What follows belongs to an exercise in optimizing a design on an open flow for small area, a short achievable clock period and few clock cycles; a production flow would make more cautious choices. Function was checked by simulation only, so behaviour that the tests miss may differ from the original. No activity file was given, so power comes from the tool's default toggle rates.

--- design/flow/run.sh ---
#!/bin/bash
# synth_recipe.tcl (not shown) runs the flow's synth.tcl, then flattens the netlist and writes it again
# the make line also repeats each setting of config.mk as NAME=value (left out here)
make -C /OpenROAD-flow-scripts/flow DESIGN_CONFIG=/design/flow/config.mk WORK_HOME=/design/flow/orfs CLKGATE_MAP_FILE= SYNTH_SCRIPT=/design/flow/synth_recipe.tcl finish
--- design/flow/config.mk ---
export PLATFORM = sky130hd
export DESIGN_NAME = lenet_engine
export DESIGN_NICKNAME = lenet_engine
export VERILOG_FILES = /design/flow/design.v
export SDC_FILE = /design/flow/constraint.sdc
export NUM_CORES = 4
export LEC_CHECK = 0
export ABC_CLOCK_PERIOD_IN_PS = 3000
export CAP_MARGIN = 20
export CORE_MARGIN = 2
export CORE_UTILIZATION = 40
export SETUP_SLACK_MARGIN = 5
export SLEW_MARGIN = 20
--- design/flow/constraint.sdc ---
create_clock -name core_clock -period 10.0 [get_ports {clk}]
set_input_delay 2.0000 -clock core_clock [delete_from_list [all_inputs] [get_ports {clk}]]
set_output_delay 2.0000 -clock core_clock [all_outputs]
set_load 0.01 [all_outputs]
--- design/flow/design.v ---
module lenet_engine (
    input  wire        clk,
    input  wire        rst,         
    input  wire        start,
    input  wire [3:0]  op,
    output wire        busy,
    output reg         done,
    output reg         act_re,
    output reg  [14:0] act_raddr,
    input  wire [15:0] act_rdata,
    output reg         act_we,
    output reg  [14:0] act_waddr,
    output wire [15:0] act_wdata,
    output reg         wt_re,
    output reg  [18:0] wt_raddr,
    input  wire [15:0] wt_rdata
);
    localparam [14:0] IMG_BASE   = 15'd0;
    localparam [14:0] C1_BASE    = 15'd784;
    localparam [14:0] P1_BASE    = 15'd12304;
    localparam [14:0] C2_BASE    = 15'd15184;
    localparam [14:0] P2_BASE    = 15'd17744;
    localparam [14:0] H1_BASE    = 15'd18384;
    localparam [14:0] LOGIT_BASE = 15'd18784;
    localparam [18:0] WC1_BASE = 19'd0;
    localparam [18:0] BC1_BASE = 19'd500;
    localparam [18:0] WC2_BASE = 19'd520;
    localparam [18:0] BC2_BASE = 19'd20520;
    localparam [18:0] WF1_BASE = 19'd20560;
    localparam [18:0] BF1_BASE = 19'd276560;
    localparam [18:0] WF2_BASE = 19'd276960;
    localparam [18:0] BF2_BASE = 19'd280960;
    reg        busy_r;
    reg        run;           
    reg        init;          
    reg  [6:1] st;            
    reg        fwd;           
    assign busy = busy_r;
    wire s_conv = st[1] | st[3];
    wire s_pool = st[2] | st[4];
    wire s_fc   = st[5] | st[6];
    reg [2:0] kx, ky;         
    reg [4:0] z;              
    reg [4:0] ox, oy;         
    reg [8:0] k;              
    reg [18:0] wsave;         
    reg i_bias;               
    wire [14:0] in_base = ({15{st[1]}} & IMG_BASE) | ({15{st[2]}} & C1_BASE) |
                          ({15{st[3]}} & P1_BASE)  | ({15{st[4]}} & C2_BASE) |
                          ({15{st[5]}} & P2_BASE)  | ({15{st[6]}} & H1_BASE);
    wire [18:0] w_base  = ({19{st[1]}} & WC1_BASE) | ({19{st[3]}} & WC2_BASE) |
                          ({19{st[5]}} & WF1_BASE) | ({19{st[6]}} & WF2_BASE);
    wire [18:0] b_base  = ({19{st[1]}} & BC1_BASE) | ({19{st[3]}} & BC2_BASE) |
                          ({19{st[5]}} & BF1_BASE) | ({19{st[6]}} & BF2_BASE);
    wire [14:0] fc_last_in = ({15{st[5]}} & (P2_BASE + 15'd639)) |
                             ({15{st[6]}} & (H1_BASE + 15'd399));
    wire kx4     = (kx == 3'd4);
    wire tap3    = (kx == 3'd3);
    wire ky_end  = (ky == 3'd4);
    wire z_end   = st[1] | (z == 5'd19);
    wire fc_end  = (act_raddr == fc_last_in);
    wire mac_end = s_fc ? fc_end : (kx4 && ky_end && z_end);
    wire ox_end  = (st[1] & (ox == 5'd23)) | (st[2] & (ox == 5'd11)) |
                   (st[3] & (ox == 5'd7))  | (st[4] & (ox == 5'd3));
    wire oy_end  = (st[1] & (oy == 5'd23)) | (st[2] & (oy == 5'd11)) |
                   (st[3] & (oy == 5'd7))  | (st[4] & (oy == 5'd3));
    wire k_end   = ((st[1] | st[2]) & (k == 9'd19)) | ((st[3] | st[4]) & (k == 9'd39)) |
                   (st[5] & (k == 9'd399)) | (st[6] & (k == 9'd9));
    wire plane_end = ox_end & oy_end;
    wire out_end = k_end & (s_fc | plane_end);
    wire chan_next = s_fc | plane_end;               
    reg [14:0] a_step;
    always @(*) begin
        a_step = 15'd1;
        if (s_pool) begin
            if (kx == 3'd1) a_step = st[2] ? 15'd23 : 15'd7;          
        end else if (s_conv && kx4) begin
            if (!ky_end)    a_step = st[1] ? 15'd24 : 15'd8;          
            else            a_step = 15'd92;                          
        end
    end
    reg [14:0] o_step;
    always @(*) begin
        if (!ox_end)
            o_step = st[1] ? -15'd115 : st[3] ? -15'd2787 : st[2] ? -15'd23 : -15'd7;
        else
            o_step = st[1] ? -15'd111 : st[3] ? -15'd2783 : 15'd1;
    end
    wire o_load = s_fc | (s_conv & plane_end);      
    wire stage_last = !fwd | st[6];
    wire start_ok = start && !busy_r;
    wire op_run   = (op == 4'd15) || (op >= 4'd1 && op <= 4'd6);
    wire out_step = run & (s_pool ? tap3 : i_bias);
    always @(posedge clk) begin
        if (rst) begin
            busy_r <= 1'b0;
            run    <= 1'b0;
            init   <= 1'b0;
            act_re <= 1'b0;
            wt_re  <= 1'b0;
            i_bias <= 1'b0;
        end else begin
            if (start_ok) begin
                busy_r <= 1'b1;
                fwd    <= (op == 4'd15);
                st     <= (op == 4'd15) ? 6'b000001 : (6'b000001 << (op[2:0] - 3'd1));
                init   <= op_run;
            end
            if (w_end)
                busy_r <= 1'b0;
            if (init) begin
                init <= 1'b0;
                run  <= 1'b1;
                kx <= 3'd0; ky <= 3'd0; z <= 5'd0; ox <= 5'd0; oy <= 5'd0; k <= 9'd0;
                act_raddr <= in_base;
                wt_raddr  <= w_base;
                wsave     <= w_base;
                i_bias    <= 1'b0;
                act_re    <= 1'b1;
                wt_re     <= !s_pool;
            end else if (run) begin
                if (!s_pool && !i_bias && !mac_end) begin
                    act_raddr <= act_raddr + a_step;
                    wt_raddr  <= wt_raddr + 19'd1;
                    if (kx4) begin
                        kx <= 3'd0;
                        if (ky_end) begin
                            ky <= 3'd0;
                            z  <= z + 5'd1;
                        end else
                            ky <= ky + 3'd1;
                    end else
                        kx <= kx + 3'd1;
                end else if (!s_pool && !i_bias) begin
                    i_bias   <= 1'b1;
                    act_re   <= 1'b0;
                    wt_raddr <= b_base + {10'd0, k};
                    if (chan_next)
                        wsave <= wt_raddr + 19'd1;
                    act_raddr <= o_load ? in_base : act_raddr + o_step;
                end else if (s_pool && !tap3) begin
                    act_raddr <= act_raddr + a_step;
                    kx <= kx + 3'd1;
                end else begin
                    kx <= 3'd0; ky <= 3'd0; z <= 5'd0;
                    i_bias   <= 1'b0;
                    wt_raddr <= wsave;
                    if (s_pool)
                        act_raddr <= act_raddr + o_step;
                    if (chan_next) begin
                        ox <= 5'd0; oy <= 5'd0; k <= k + 9'd1;
                    end else if (ox_end) begin
                        ox <= 5'd0; oy <= oy + 5'd1;
                    end else
                        ox <= ox + 5'd1;
                    act_re <= 1'b1;
                    if (out_end) begin
                        act_re <= 1'b0;
                        wt_re  <= 1'b0;
                        run    <= 1'b0;
                        if (!stage_last) begin
                            st   <= st << 1;
                            init <= 1'b1;
                        end
                    end
                end
            end
        end
    end
    reg d_end, r_end, m_end, a_end, w_end;
    reg d_bias, d_pool, d_first, d_last, d_relu;
    reg r_first, r_last, r_relu, r_pool;
    reg m_first, m_last, m_relu;
    reg fin_relu;
    reg signed [15:0] a_r;
    reg [7:0] bd_one, bd_two, bd_neg;        
    reg [31:0] s_r, c_r;
    reg [31:0] acc;
    wire cmd_end = (out_step && out_end && stage_last) || (start_ok && !op_run);
    wire fin_nx  = m_last || (r_last && r_pool);
    always @(posedge clk) begin
        if (rst) begin
            d_end <= 1'b0; r_end <= 1'b0; m_end <= 1'b0; a_end <= 1'b0; w_end <= 1'b0;
            done  <= 1'b0;
            d_last <= 1'b0; r_last <= 1'b0; m_last <= 1'b0;
            d_pool <= 1'b0; r_pool <= 1'b0;
            act_we <= 1'b0;
        end else begin
            d_end <= cmd_end;
            r_end <= d_end;
            m_end <= r_end;
            a_end <= m_end;
            w_end <= a_end;
            done  <= w_end;
            d_last <= out_step;
            d_pool <= run && s_pool;
            r_last <= d_last;
            r_pool <= d_pool;
            m_last <= r_last && !r_pool;
            act_we <= fin_nx;
        end
    end
    wire [16:0] wx = {wt_rdata, 1'b0};
    reg  [7:0] bo, bt, bn;
    integer j;
    always @(*) begin
        for (j = 0; j < 8; j = j + 1) begin
            bo[j] = wx[2*j] ^ wx[2*j+1];
            bt[j] = (wx[2*j+2] ^ wx[2*j+1]) & ~(wx[2*j] ^ wx[2*j+1]);
            bn[j] = wx[2*j+2] & ~(wx[2*j+1] & wx[2*j]);
        end
    end
    reg [31:0] row [0:8];
    reg [16:0] sel;
    integer i2;
    always @(*) begin
        row[8] = 32'hAAAB0000;              
        for (i2 = 0; i2 < 8; i2 = i2 + 1) begin
            sel = bd_one[i2] ? {a_r[15], a_r} : (bd_two[i2] ? {a_r, 1'b0} : 17'd0);
            if (bd_neg[i2]) sel = ~sel;
            row[i2] = {15'd0, ~sel[16], sel[15:0]} << (2*i2);
            row[8]  = row[8] | ({31'd0, bd_neg[i2]} << (2*i2));
        end
    end
    function [63:0] csa;                    
        input [31:0] x, y, w;
        csa = {((x & y) | (x & w) | (y & w)) << 1, x ^ y ^ w};
    endfunction
    wire [63:0] l1a = csa(row[0], row[1], row[2]);
    wire [63:0] l1b = csa(row[3], row[4], row[5]);
    wire [63:0] l1c = csa(row[6], row[7], row[8]);
    wire [63:0] l2a = csa(l1a[31:0], l1a[63:32], l1b[31:0]);
    wire [63:0] l2b = csa(l1b[63:32], l1c[31:0], l1c[63:32]);
    wire [63:0] l3a = csa(l2a[31:0], l2a[63:32], l2b[31:0]);
    wire [63:0] l4a = csa(l3a[31:0], l3a[63:32], l2b[63:32]);
    wire [31:0] acc_in = m_first ? 32'd0 : acc;
    wire [63:0] l5a = csa(acc_in, s_r, c_r);
    wire [31:0] acc_sum = l5a[31:0] + l5a[63:32];
    always @(posedge clk) begin
        d_bias  <= i_bias;
        d_first <= s_pool ? (kx == 3'd0) : (kx == 3'd0 && ky == 3'd0 && z == 5'd0 && !i_bias);
        d_relu  <= !s_pool && !st[6];
        a_r <= d_bias ? 16'sd256 : $signed(act_rdata);
        bd_one <= bo; bd_two <= bt; bd_neg <= bn;
        r_first <= d_first; r_relu <= d_relu;
        s_r <= l4a[31:0];
        c_r <= l4a[63:32];
        m_first <= r_first; m_relu <= r_relu;
        if (r_pool) begin
            if (r_first || (a_r > $signed(acc[23:8])))
                acc[23:8] <= a_r;
        end else
            acc <= acc_sum;
        fin_relu <= r_pool ? 1'b0 : m_relu;
        if (start_ok)
            act_waddr <= (op == 4'd15) ? (C1_BASE - 15'd1) :
                         ({15{op[2:0] == 3'd1}} & (C1_BASE - 15'd1)) |
                         ({15{op[2:0] == 3'd2}} & (P1_BASE - 15'd1)) |
                         ({15{op[2:0] == 3'd3}} & (C2_BASE - 15'd1)) |
                         ({15{op[2:0] == 3'd4}} & (P2_BASE - 15'd1)) |
                         ({15{op[2:0] == 3'd5}} & (H1_BASE - 15'd1)) |
                         ({15{op[2:0] == 3'd6}} & (LOGIT_BASE - 15'd1));
        else if (fin_nx)
            act_waddr <= act_waddr + 15'd1;
    end
    assign act_wdata = (fin_relu && acc[31]) ? 16'd0 : acc[23:8];
endmodule
==> reports/results.tsv, run 1 <==
metric	value	unit
status	timing/DRC/antenna clean	
Hold Path End	m_relu	
startpoint types	flip-flop	
GRT Resource Usage Total	19.43	%
Critical R2R Capture	act_raddr[14]	
Post-Syn Area	20250	sq um
Finished Layout Cells	2999	
syn nets	2590	
Final Power	0.006849	W
cell area after layout	22900	sq um
commonest cells after routing, fill and taps aside	nand2_1, o21ai_0, nor2_1	
Max Cap Viol	0	
clk slew on worst S/H paths	0.06	ns
fin crit share	40.69	%
placed wire-length estimate	37.76	mm
FF-to-FF setup slack	5.93	ns
initial antenna violation count	3	
pin count of the biggest net entering global routing	66	
Routed Antenna Nets	0	
input/output buffers	108	
vias in the first global route	15890	
total grt overflow	0	
layout cells sized above 1	4.297	%
Worst setup EP type	flip-flop	
Async SR Flop Fraction	0	%
Mapped Avg Cell Area	8.879	sq um
count of final setup violators	0	
commonest non-fill, non-tap cell in the layout	nand2_1	
Final Max Slew Viols	0	
vias	15880	
post-synthesis cell count	2281	
Main synth FF type	edfxtp_1	
hold path depth	0	
EDFF count, synth	137	
Cell Pwr Density	299.1	nW/um^2
initial DRC count	1084	
Worst VDD drop	0.1868	mV
Site Rows	82	
min cycle time layout	4.069	ns
setup clock skew after layout	0.02916	ns
hold wc startpoint	r_relu	
Yosys reg bits	263	
number of CTS-inserted buffers	34	
full die area	52450	sq um
Peak Freq	245.8	MHz
drt pass-1 iters	5	
root buffer cell	clkbuf_16	
Worst Hold Class	reg -> reg	
Worst Path Arrival	4.31	ns
Starting Density	40.45	%
Yosys warning count	2	
vias per std cell	5.296	
Worst-Margin Slew	1.160	ns
Cell variety after synth	76	
CTS tree	yes	
Top cell by count, worst path	a21oi_1	
Yosys top cell area share	20.31	%
Sink Count	263	
Leak	9.263	nW
ANT cells	0	
data required time of the worst path	10.25	ns
global placement routability congestion	0.9706	
Ports	109	
CP max FO	6	
cells resized by post-CTS repair	0	
WL/cell	17.07	microns
sequential area share after synthesis	32.77	%
critical setup path kind	reg -> reg	
H-tree depth	2	
Rel. slew slack	22.57	%
biggest area consumer among synthesized cells	edfxtp_1	
Routed WL	51.19	mm
Layout area overhead	13.06	%
Clock Latency Late Sink	0.54	ns
nets	2610	
Horiz. Die Dim	229.0	microns
# DRC	0	
final setup TNS	0	ns
slowest stage delay, CP	0.63	ns
Worst R2R Start	ox[0]	
reg2reg path depth	14	
Cell Chain, Critical Path	ha_1 > nand3_1 > a21oi_1 > o211a_1 > o21ai_0 > ha_1 > a21o_1 > a31oi_1 > o21ai_0 > a2111oi_0 > a21oi_1 > xnor2_1 > a21oi_1 > a21oi_1	
global-route wire length before repair	83.13	mm
CP max stage cell	a2111oi_0	
Hold Vio Cnt, Final	0	
clk buf depth	3	
RSZ-0062 raised after global routing	false	
area of the core	50070	sq um
top post-synthesis cells by area	edfxtp_1, dfxtp_1, fa_1, ha_1, nand2_1	
number of instances in the placed design	2936	
Placed Instance Area	21770	sq um
die height	229.0	microns
hold_buf cts	0	
Post-CTS Setup Bufs	0	
cell usage after synthesis, types with 4 or more instances:
library cell,number
nor2b_1,55
clkbuf_1,132
nand2_1,349
o21bai_1,7
and4_1,5
mux2i_1,7
nand4_1,19
buf_1,6
xor2_1,113
and3_1,15
nand3_1,43
a2111oi_0,5
a22oi_1,6
a21o_1,18
edfxtp_1,137
or2_2,10
nor4_1,6
or3_1,12
o2111ai_1,4
nor2_1,159
o21a_1,15
xnor2_1,132
nor3b_1,5
a21oi_1,115
o211ai_1,8
fa_1,114
buf_2,5
ha_1,156
dfxtp_1,126
and2_1,8
a21boi_0,4
a31oi_1,19
inv_1,154
nand2b_1,14
o21ai_0,200
nor3_1,22
a211oi_1,13
a32o_1,4
per-layer routing:
layer | GRT usage [%] | wire [microns]
met4 | 6.209 | 1323
met2 | 32.46 | 23790
met1 | 25.73 | 22990
met3 | 3.162 | 3065
met5 | 0 | 24
registers in the layout, indices dropped and copies added, names as in the netlist, 3 cells and up:
| signal | cells |
|---|---|
| a_r | 16 |
| acc | 32 |
| act_raddr | 15 |
| act_waddr | 15 |
| bd_neg | 8 |
| bd_one | 8 |
| bd_two | 8 |
| c_r | 28 |
| k | 9 |
| kx | 3 |
| ky | 3 |
| ox | 5 |
| oy | 5 |
| s_r | 32 |
| st | 6 |
| wsave | 19 |
| wt_raddr | 19 |
| z | 5 |
metrics by stage:
stage	worst slack, ns	util (%)	hold WS [ns]
after CTS	5.917	45.68	0.3319
after global placement	5.860	43.48	0.3148
after floorplan	6.409	-	0.3096
after detailed placement	5.808	43.49	0.3179
after global routing	5.447	45.73	0.3395
final	5.931	45.73	0.3284
how the worst max path moves through the flow:
| stage | startpoint | end | slack [ns] | depth (start not counted) |
|---|---|---|---|---|
| 2_1_floorplan | bd_neg[3] | s_r[11] | 6.41 | 10 |
| 3_3_place_gp | start | act_waddr[0] | 5.86 | 4 |
| 3_5_place_dp | start | act_waddr[2] | 5.81 | 4 |
| 4_1_cts | ox[0] | act_raddr[14] | 5.92 | 14 |
| 5_1_grt | ox[0] | act_raddr[14] | 5.45 | 14 |
| 6_report | ox[0] | act_raddr[14] | 5.93 | 14 |
kinds of logic after synthesis:
kind of cell | after synthesis | synth area share [%]
AND/OR/NAND/NOR | 738 | 16.42
adder cells (fa/ha/maj) | 270 | 20.91
buffers and inverters | 300 | 5.634
multiplexers | 8 | 0.4016
XOR/XNOR | 245 | 10.60
AO/OA/AOI/OAI | 457 | 13.28
flip-flops | 263 | 32.77
layout make-up:
| cell class | instances | area (sq um) |
|---|---|---|
| multi-input cells | 1718 | 12490 |
| well taps | 672 | 840.8 |
| clock buffers | 42 | 890.9 |
| repair buffers | 129 | 1246 |
| inverters | 155 | 581.8 |
| clock inverters | 20 | 203.9 |
| flip-flops and latches | 263 | 6640 |
| fillers | 4817 | 27170 |
critical path: cells and delay by family, from the launching register on:
kind            cells  cell delay [ns]
compound gates     10             2.42
fa+ha+maj           2             0.67
flops               1             0.41
xor+xnor            1             0.17
simple gates        1             0.11
power by group:
part | leakage (nW) | total (W) | switching (W) | internal, W
clock | 0.537 | 0.00120 | 0.000485 | 0.000719
combinational | 6.36 | 0.00390 | 0.00222 | 0.00169
sequential | 2.37 | 0.00174 | 0.000195 | 0.00155
total | 9.26 | 0.00685 | 0.00289 | 0.00395
Testbench counts, summed over its fixed seeds: cycles 7,426,332.
==> run 2: changes to the inputs <==
==> design/flow/flow/run.sh (new file) <==
#!/bin/bash
set -euo pipefail
bash standard.sh SETUP_SLACK_MARGIN=6.8 finish > flow_make.log 2>&1
==> design/flow/standard.sh (new file) <==
#!/bin/bash
# synth_recipe.tcl (not shown) runs the flow's synth.tcl, then flattens the netlist and writes it again
# the make line also repeats each setting of config.mk as NAME=value (left out here)
make -C /OpenROAD-flow-scripts/flow DESIGN_CONFIG=/design/flow/config.mk WORK_HOME=/design/flow/orfs CLKGATE_MAP_FILE= SYNTH_SCRIPT=/design/flow/synth_recipe.tcl "${@:-finish}"
--- a/design/flow/config.mk
+++ b/design/flow/config.mk
@@ -9,5 +9,4 @@
 export CAP_MARGIN = 20
 export CORE_MARGIN = 2
 export CORE_UTILIZATION = 40
-export SETUP_SLACK_MARGIN = 5
 export SLEW_MARGIN = 20
removed: design/flow/run.sh
==> run 2 against run 1 <==
Largest power group unchanged. Non-clock buffer count grew 217. Utilization grew 6.2 points. Critical endpoint is now act_wdata[14]. Largest cell class unchanged. First-iteration DRC count grew 16%. Clock power is 3% higher. Worst setup slack improved by 0.61 ns. Total power is 21% higher. Combinational power up 38%. Clock skew is 0.0016 ns lower. Worst hold slack got worse by 0.0017 ns.
==> reports/results.tsv, run 2 <==
metric	value	unit	change
top post-synthesis cells by area	edfxtp_1, dfxtp_1, fa_1, ha_1, nand2_1		
Async SR Flop Fraction	0	%	unchanged
top flop regs	acc: 32 flops, s_r: 32 flops, c_r: 28 flops		
Yosys top cell area share	20.31	%	unchanged
area of the core	50070	sq um	unchanged
Post-Syn Area	20250	sq um	unchanged
setup clock skew after layout	0.02760	ns	-0.001559 ns
slowest stage delay, CP	0.41	ns	-0.22 ns
sequential area share after synthesis	32.77	%	unchanged
data required time of the worst path	8.00	ns	-2.25 ns
Peak Freq	288.7	MHz	+17%
initial DRC count	1258		+16%
Sink Count	263		unchanged
Switching Share	42.11	%	-0.15 points
drt pass-1 iters	6		+1
layout cells sized above 1	24.02	%	+20 points
most frequent cells after synthesis	nand2_1, o21ai_0, nor2_1		
die height	229.0	microns	unchanged
initial antenna violation count	1		-2
Ports	109		unchanged
number of instances in the placed design	2933		-0.10%
Horiz. Die Dim	229.0	microns	unchanged
root buffer cell	clkbuf_16		
nets	2824		+8.2%
min cycle time layout	3.463	ns	-0.6056 ns
GRT Resource Usage Total	20.98	%	+1.5 points
most numerous cell in the Yosys netlist	nand2_1		
Worst setup EP type	output port		
full die area	52450	sq um	unchanged
Worst VDD drop	0.2180	mV	+17%
critical setup path kind	reg -> out		
CTS tree	yes		
Rel. slew slack	25.02	%	+2.5 points
global placement routability congestion	0.9068		-6.6%
biggest area consumer among synthesized cells	edfxtp_1		
pin count of the biggest net entering global routing	66		unchanged
RSZ-0062 raised after global routing	true		
CP max FO	17		+11
clk slew on worst S/H paths	0.06	ns	about the same
vias per std cell	5.378		+1.5%
clk buf depth	3		unchanged
cell area after layout	25980	sq um	+13%
Routed Antenna Nets	0		unchanged
placed wire-length estimate	38.04	mm	+0.73%
count of final setup violators	0		unchanged
Cell Int Power	0.004813	W	+22%
sequential power share	20.5	%	-4.9 points
Worst Path Arrival	1.46	ns	-2.85 ns
Placed Instance Area	21800	sq um	+0.10%
CP delay by family, top	flip-flops		
WP buf/inv	2		+2
fin crit share	34.63	%	-6.1 points
syn nets	2590		unchanged
input/output buffers	108		unchanged
Hold Vio Cnt, Final	0		unchanged
commonest cells after routing, fill and taps aside	nand2_1, buf_4, inv_1, o21ai_0, nor2_1		
EDFF count, synth	137		unchanged
Comb power frac	64.6	%	+7.6 points
Mapped Avg Cell Area	8.879	sq um	unchanged
Main synth FF type	edfxtp_1		
total grt overflow	0		unchanged
Finished Layout Cells	3213		+7.1%
Cell Pwr Density	320.1	nW/um^2	+7.0%
startpoint types	flip-flop		
Clk network pwr share	14.9	%	-2.7 points
WL/cell	18.46	microns	+8.2%
Yosys warning count	2		unchanged
Max Cap Viol	0		unchanged
Leak	10.68	nW	+15%
H-tree depth	1		-1
number of CTS-inserted buffers	31		-8.8%
Site Rows	82		unchanged
Layout area overhead	28.28	%	
post-synthesis cell count	2281		unchanged
status	timing/DRC/antenna clean		
Worst-Margin Slew	1.123	ns	-0.03677 ns
Final Power	0.008315	W	+21%
global-route wire length before repair	89.98	mm	+8.2%
Cell variety after synth	76		unchanged
Final Max Slew Viols	0		unchanged
final setup TNS	0	ns	unchanged
Clock Latency Late Sink	0.61	ns	+0.07 ns
Switch Pwr	0.003502	W	+21%
commonest non-fill, non-tap cell in the layout	nand2_1		
Starting Density	40.45	%	unchanged
CP max stage cell	edfxtp_1		
hold_buf cts	0		unchanged
# DRC	0		unchanged
Cell Chain, Critical Path	buf_12 > a21oi_1 > buf_2		
Routed WL	59.31	mm	+16%
vias in the first global route	17040		+7.2%
Yosys reg bits	263		unchanged
Worst Hold Class	reg -> reg		
vias	17280		+8.8%
[run 2: cell counts after synthesis]
No cell type changed its count.
[run 2: per-layer routing]
| layer | vias up | share of wire [%] | routed length, microns | GRT usage (%) |
|---|---|---|---|---|
| met1 | 8356 | 43 | 25630 | 27.76 |
| li1 | 8162 | - | - | - |
| met2 | 619 | 46 | 27510 | 35.09 |
| met3 | 140 | 6.9 | 4086 | 3.038 |
| met5 | - | 0.019 | 11 | 0 |
| met4 | 2 | 3.5 | 2074 | 7.244 |
[run 2: cell families after synthesis]
family / synth area share, %
buf+inv: 5.634
compound gates: 13.28
flops: 32.77
mux: 0.4016
fa+ha+maj: 20.91
xor+xnor: 10.60
simple gates: 16.42
[run 2: power groups by stage]
stage | clock, W | sequential, W | combinational, W
after detailed placement | 0 | 0.00177 | 0.00387
after floorplan | 0 | 0.00166 | 0.00301
after CTS | 0.00126 | 0.00172 | 0.00476
final | 0.00124 | 0.00171 | 0.00537
after global routing | 0.00130 | 0.00174 | 0.00592
after global placement | 0 | 0.00176 | 0.00375
[run 2: final timing paths]
kind,startpoint,to,slack [ns],cells after the start
worst max register to register,m_first,acc[21],6.72,13
worst min register to register,d_relu,r_relu,0.33,0
worst max-delay path,acc[31],act_wdata[14],6.54,3
worst min-delay path,d_relu,r_relu,0.33,0
[run 2: through the flow]
stage,hold slack (ns),utilization (%),setup WS (ns)
finish,0.3267,51.89,6.537
global route,0.3377,51.88,6.473
CTS,0.3282,48.93,6.482
detailed placement,0.3143,43.54,5.812
global placement,0.3109,43.54,5.880
floorplan,0.3096,-,6.748
[run 2: final cells by class]
cell class	instances	area [sq um]
timing repair buffer	346	2952
antenna	1	2.502
sequential	263	6778
inverter	155	588.1
tap	672	840.8
clock inverter	10	167.7
fill	4526	24090
clock buffer	48	954.7
multi-input combinational	1718	13700
[run 2: repair_timing]
action / in CTS / in global routing
pin swaps: 70 / 112
resized for setup: 514 / 184
gates cloned: 2 / 3
endpoints found under the setup margin: 220 / 157
setup buffers: 122 / 94

==> static timing again, ports no longer ideal <==
Ports are ideal in the flow. The routed layouts listed here were re-timed in OpenROAD. Step 1 sets driving cells, clkbuf_16 on the clock port and buf_2 on the other inputs (assumed; they add their load-dependent delay and slew). Step 2 moves the port delays by t, midway between the first and last clock arrival at a register: inputs arrive t later, outputs are due t later. That takes back most of the time a late clock gives input paths. Slacks: ideal / step 1 / step 2; pairs: ideal / step 1.
run | t, ns | setup slack, ns | worst hold slack (ns) | worst register clock-pin slew, ns | pins driven straight from the clock port
run 1 | 0.585 | 5.931 / 5.931 / 5.910 | 0.328 / 0.328 / 0.328 | 0.06 / 0.06 | 1
run 2 | 0.649 | 6.537 / 6.482 / 6.277 | 0.327 / 0.327 / 0.327 | 0.07 / 0.07 | 1
After both steps setup and hold are still met in every run listed. The setup slack of run 2, which loses most, moves by -0.055 ns with the drivers and by -0.260 ns with both steps.
